This design comes from an exercise in tuning for small area, a short achievable clock period and few clock cycles on the open sky130 flow, not from production work.

lagoon:
==> flow/design.v <==
module wire_codec (
    input  wire        clk,
    input  wire        rst,             
    input  wire        start,
    input  wire [2:0]  start_op,
    input  wire [7:0]  start_n,         
    input  wire [15:0] start_cmd,       
    input  wire [7:0]  start_addr,      
    input  wire [7:0]  start_crc,       
    output reg         busy,
    input  wire        in_valid,
    input  wire [7:0]  in_data,
    output reg         in_ready,
    output reg         out_valid,
    output reg  [7:0]  out_data,
    input  wire        out_ready,
    output reg         done,
    output wire [15:0] status,
    output wire [7:0]  res_crc,
    output wire [7:0]  res_len
);
    localparam [2:0] OP_CRC_GEN   = 3'd0,
                     OP_CRC_CHECK = 3'd1,
                     OP_I2C_WRITE = 3'd2,
                     OP_I2C_READ  = 3'd3,
                     OP_SHDLC_TX  = 3'd4;
    localparam [3:0] S_IDLE  = 4'd0,
                     S_FIN   = 4'd1,    
                     S_CRC   = 4'd2,    
                     S_W_CMD = 4'd3,    
                     S_W_HI  = 4'd4,    
                     S_W_LO  = 4'd5,    
                     S_W_CRC = 4'd6,    
                     S_R_HI  = 4'd7,    
                     S_R_LO  = 4'd8,    
                     S_R_CRC = 4'd9,    
                     S_T_H0  = 4'd10,   
                     S_T_H1  = 4'd11,   
                     S_T_H2  = 4'd12,   
                     S_T_PAY = 4'd13,   
                     S_T_CHK = 4'd14,   
                     S_T_EOF = 4'd15;   
    function [7:0] crc_step;
        input [7:0] acc;
        input [7:0] b;
        integer k;
        reg [7:0] a;
        begin
            a = acc ^ b;
            for (k = 0; k < 8; k = k + 1) begin
                if (a[7]) a = {a[6:0], 1'b0} ^ 8'h31;
                else      a = {a[6:0], 1'b0};
            end
            crc_step = a;
        end
    endfunction
    function [7:0] crc_unstep;
        input [7:0] e;
        integer k;
        reg [7:0] a;
        begin
            a = e;
            for (k = 0; k < 8; k = k + 1) begin
                if (a[0]) a = {1'b1, a[7:1] ^ 7'h18};
                else      a = {1'b0, a[7:1]};
            end
            crc_unstep = a;
        end
    endfunction
    function is_reserved;
        input [7:0] b;
        begin
            is_reserved = (b == 8'h7E) || (b == 8'h7D) || (b == 8'h11) || (b == 8'h13);
        end
    endfunction
    reg [3:0] state;
    reg [7:0] cnt;         
    reg [7:0] acc;         
    reg [7:0] p0, p1;      
    reg       chk;         
    reg       bad;         
    reg       bcnt;        
    reg       esc;         
    reg       esc6, esc1;  
    reg [5:0] nlen;        
    reg       sk_valid;    
    reg [7:0] sk_data;
    assign status  = {14'd0, bcnt, bad};
    assign res_crc = acc;
    assign res_len = {1'b0, nlen, 1'b0};
    wire st_idle = (state == S_IDLE);
    wire st_fin  = (state == S_FIN);
    wire st_crc  = (state == S_CRC);
    wire st_wcmd = (state == S_W_CMD);
    wire st_whi  = (state == S_W_HI);
    wire st_wlo  = (state == S_W_LO);
    wire st_wcrc = (state == S_W_CRC);
    wire st_rhi  = (state == S_R_HI);
    wire st_rlo  = (state == S_R_LO);
    wire st_rcrc = (state == S_R_CRC);
    wire st_th0  = (state == S_T_H0);
    wire st_th1  = (state == S_T_H1);
    wire st_th2  = (state == S_T_H2);
    wire st_thdr = st_th0 | st_th1 | st_th2;
    wire st_tpay = (state == S_T_PAY);
    wire st_tchk = (state == S_T_CHK);
    wire st_teof = (state == S_T_EOF);
    wire st_t    = st_thdr | st_tpay | st_tchk | st_teof;
    wire take   = in_valid && in_ready;
    wire accept = start && !busy;
    wire a_crc  = (start_op == OP_CRC_GEN) || (start_op == OP_CRC_CHECK);
    wire a_chk  = (start_op == OP_CRC_CHECK);
    wire a_i2c  = (start_op == OP_I2C_WRITE) || (start_op == OP_I2C_READ);
    wire a_wr   = (start_op == OP_I2C_WRITE);
    wire a_tx   = (start_op == OP_SHDLC_TX);
    wire a_bcnt = a_i2c && (start_n[0] || (start_n > 8'd64));
    wire room1 = !sk_valid;    
    wire room2 = !out_valid;   
    wire [7:0] crc_x   = acc ^ in_data;
    wire [7:0] crc_out = crc_step(acc, in_data);
    wire       match   = (crc_x == 8'd0);    
    wire       chk_eq  = (crc_x == p1);      
    wire [7:0] data_byte = ({8{st_wcmd | st_rcrc | st_thdr}} & p0)
                         | ({8{st_whi | st_wlo | st_tpay}} & in_data)
                         | ({8{st_wcrc | st_tchk}} & acc);
    wire       t_res     = is_reserved(data_byte);
    wire [7:0] esc_byte  = {1'b0, esc6, !esc6, 1'b1, esc6, esc6, esc1, !(esc6 && esc1)};
    wire t_go   = !esc && (st_tpay ? take : ((st_thdr | st_tchk) && room1));
    wire eof_go = !esc && st_teof && room1;
    wire esc_go = esc && room1;
    wire r_take = st_rcrc && take;
    wire r_ok   = r_take && !bad && match;
    wire wc_go  = (st_wcmd | st_wcrc) && room1;
    wire push2  = r_ok;
    wire push1  = (accept && ((a_wr && !a_bcnt) || a_tx))
                | wc_go | (take && (st_whi | st_wlo))
                | t_go | eof_go | esc_go | push2;
    wire [7:0] b1 = st_idle ? (a_tx ? 8'h7E : start_cmd[15:8])
                  : esc     ? esc_byte
                  : st_teof ? 8'h7E
                  : (st_t && t_res) ? 8'h7D
                  : data_byte;
    wire last = (st_crc && take && cnt == 8'd1)
              | (st_wcmd && room1 && cnt == 8'd0)
              | (st_wcrc && room1 && cnt == 8'd1)
              | (r_take && cnt == 8'd1)
              | eof_go
              | (accept && ((a_crc && start_n == 8'd0) || a_bcnt ||
                            (start_op == OP_I2C_READ && start_n == 8'd0)));
    wire q_empty = !sk_valid && !push1 && (!out_valid || out_ready);
    wire finish  = (last || st_fin) && q_empty;
    reg [3:0] state_d;
    always @* begin
        state_d = state;
        if (accept) begin
            if (a_crc)       state_d = S_CRC;
            else if (a_bcnt) state_d = S_FIN;
            else if (a_wr)   state_d = S_W_CMD;
            else if (a_i2c)  state_d = S_R_HI;
            else             state_d = S_T_H0;
        end else begin
            case (state)
                S_W_CMD: if (room1) state_d = S_W_HI;
                S_W_HI:  if (take) state_d = S_W_LO;
                S_W_LO:  if (take) state_d = S_W_CRC;
                S_W_CRC: if (room1) state_d = S_W_HI;
                S_R_HI:  if (take) state_d = S_R_LO;
                S_R_LO:  if (take) state_d = S_R_CRC;
                S_R_CRC: if (take) state_d = S_R_HI;
                S_T_H0:  if (t_go) state_d = S_T_H1;
                S_T_H1:  if (t_go) state_d = S_T_H2;
                S_T_H2:  if (t_go) state_d = (cnt == 8'd0) ? S_T_CHK : S_T_PAY;
                S_T_PAY: if (t_go && cnt == 8'd1) state_d = S_T_CHK;
                S_T_CHK: if (t_go) state_d = S_T_EOF;
                default: ;
            endcase
        end
        if (last) state_d = S_FIN;
        if (finish) state_d = S_IDLE;
    end
    wire sk_valid_d = sk_valid ? !(out_valid && out_ready)
                               : (push2 || (push1 && out_valid && !out_ready));
    wire out_valid_d = sk_valid || push1 || (out_valid && !out_ready);
    wire esc_d = t_go ? t_res : (esc && !esc_go);
    wire bad_d = accept ? (a_chk && start_n == 8'd0 && start_crc != 8'hFF)
               : (st_crc && take) ? (chk && !chk_eq)
               : (bad || (r_take && !match));
    wire in_ready_d = (state_d == S_CRC)
                    | (state_d == S_R_HI) | (state_d == S_R_LO)
                    | ((state_d == S_R_CRC) && (bad_d || !out_valid_d))
                    | (((state_d == S_W_HI) | (state_d == S_W_LO)) && !sk_valid_d)
                    | ((state_d == S_T_PAY) && !sk_valid_d && !esc_d);
    always @(posedge clk) begin
        if (!out_valid || out_ready)
            out_data <= sk_valid ? sk_data : b1;
        if (!sk_valid)
            sk_data <= push2 ? p1 : b1;
        out_valid <= out_valid_d;
        sk_valid  <= sk_valid_d;
        state    <= state_d;
        in_ready <= in_ready_d;
        busy     <= (state_d != S_IDLE);
        done     <= finish;
        bad      <= bad_d;
        esc      <= esc_d;
        if (accept || (st_wcrc && room1) || r_take)
            acc <= 8'hFF;
        else if (t_go && !st_tchk)
            acc <= acc - (st_tpay ? in_data : p0);
        else if (take)
            acc <= crc_out;
        if (accept)
            p0 <= a_tx ? start_addr : start_cmd[7:0];
        else if ((st_rhi && take) || (st_thdr && t_go))
            p0 <= st_rhi ? in_data : p1;
        if (accept)
            p1 <= a_chk ? crc_unstep(start_crc) : start_cmd[7:0];
        else if ((st_rlo && take) || (st_thdr && t_go))
            p1 <= st_thdr ? cnt : in_data;
        if (accept)
            cnt <= a_i2c ? {1'b0, start_n[7:1]} : start_n;
        else if ((take && (st_crc | st_rcrc | st_tpay)) || (st_wcrc && room1))
            cnt <= cnt - 8'd1;
        if (accept) begin
            chk  <= a_chk;
            bcnt <= a_bcnt;
            nlen <= 6'd0;
        end else if (r_ok)
            nlen <= nlen + 6'd1;
        if (t_go) begin
            esc6 <= data_byte[6];
            esc1 <= data_byte[1];
        end
        if (rst) begin
            state     <= S_IDLE;
            out_valid <= 1'b0;
            sk_valid  <= 1'b0;
            in_ready  <= 1'b0;
            busy      <= 1'b0;
            done      <= 1'b0;
            esc       <= 1'b0;
        end
    end
endmodule
Settings: LEC_CHECK=0, CAP_MARGIN=20, CORE_MARGIN=2, CORE_UTILIZATION=30, SETUP_SLACK_MARGIN=3.0, SLEW_MARGIN=20, TNS_END_PERCENT=0; clock period 5.0 ns.
run.sh (not shown) runs the stock make flow with config.mk's settings and CLKGATE_MAP_FILE= SYNTH_SCRIPT=/design/flow/synth_recipe.tcl, a recipe that flattens the netlist after the stock synthesis.
lagoon reached the final stage; the timing, DRC and antenna checks on its layout passed.
Inputs modified between lagoon and harbor:
Settings: TNS_END_PERCENT: 0 -> 10.
Final-layout non-clock buffer area share of harbor is on par with lagoon. Higher final cell count was reported by harbor, not lagoon. Comparing harbor and lagoon, sequential share of layout area is higher on lagoon.
No run of this note included a check of the RTL's function; only the layout flow was run.

-- re-timing with driven ports --
In the flow no input, the clock included, has a driving cell. The finished layouts below were timed again as built, in two steps. Step 1 sets driving cells, clkbuf_16 on the clock port and buf_2 on the other inputs (assumed; they add their load-dependent delay and slew). Step 2 adds t to the input delays and takes it off the output delays; t is the mean of the earliest and latest rising clock arrival at the registers after step 1. Input paths then give back, and output paths get back, about the clock's delay inside the block. a / b / c = no drivers / after step 1 / after step 2; a / b = the first two.
| run | t, ns | setup WS [ns] | worst setup path at the end |
|---|---|---|---|
| lagoon | 0.382 | 2.126 / 2.136 / 1.754 | input to register |
| harbor | 0.385 | 2.065 / 2.084 / 1.700 | input to register |
After both steps every run listed still meets setup and hold. The setup slack of lagoon, which loses most, moves by +0.010 ns with the drivers and by -0.372 ns with both steps.
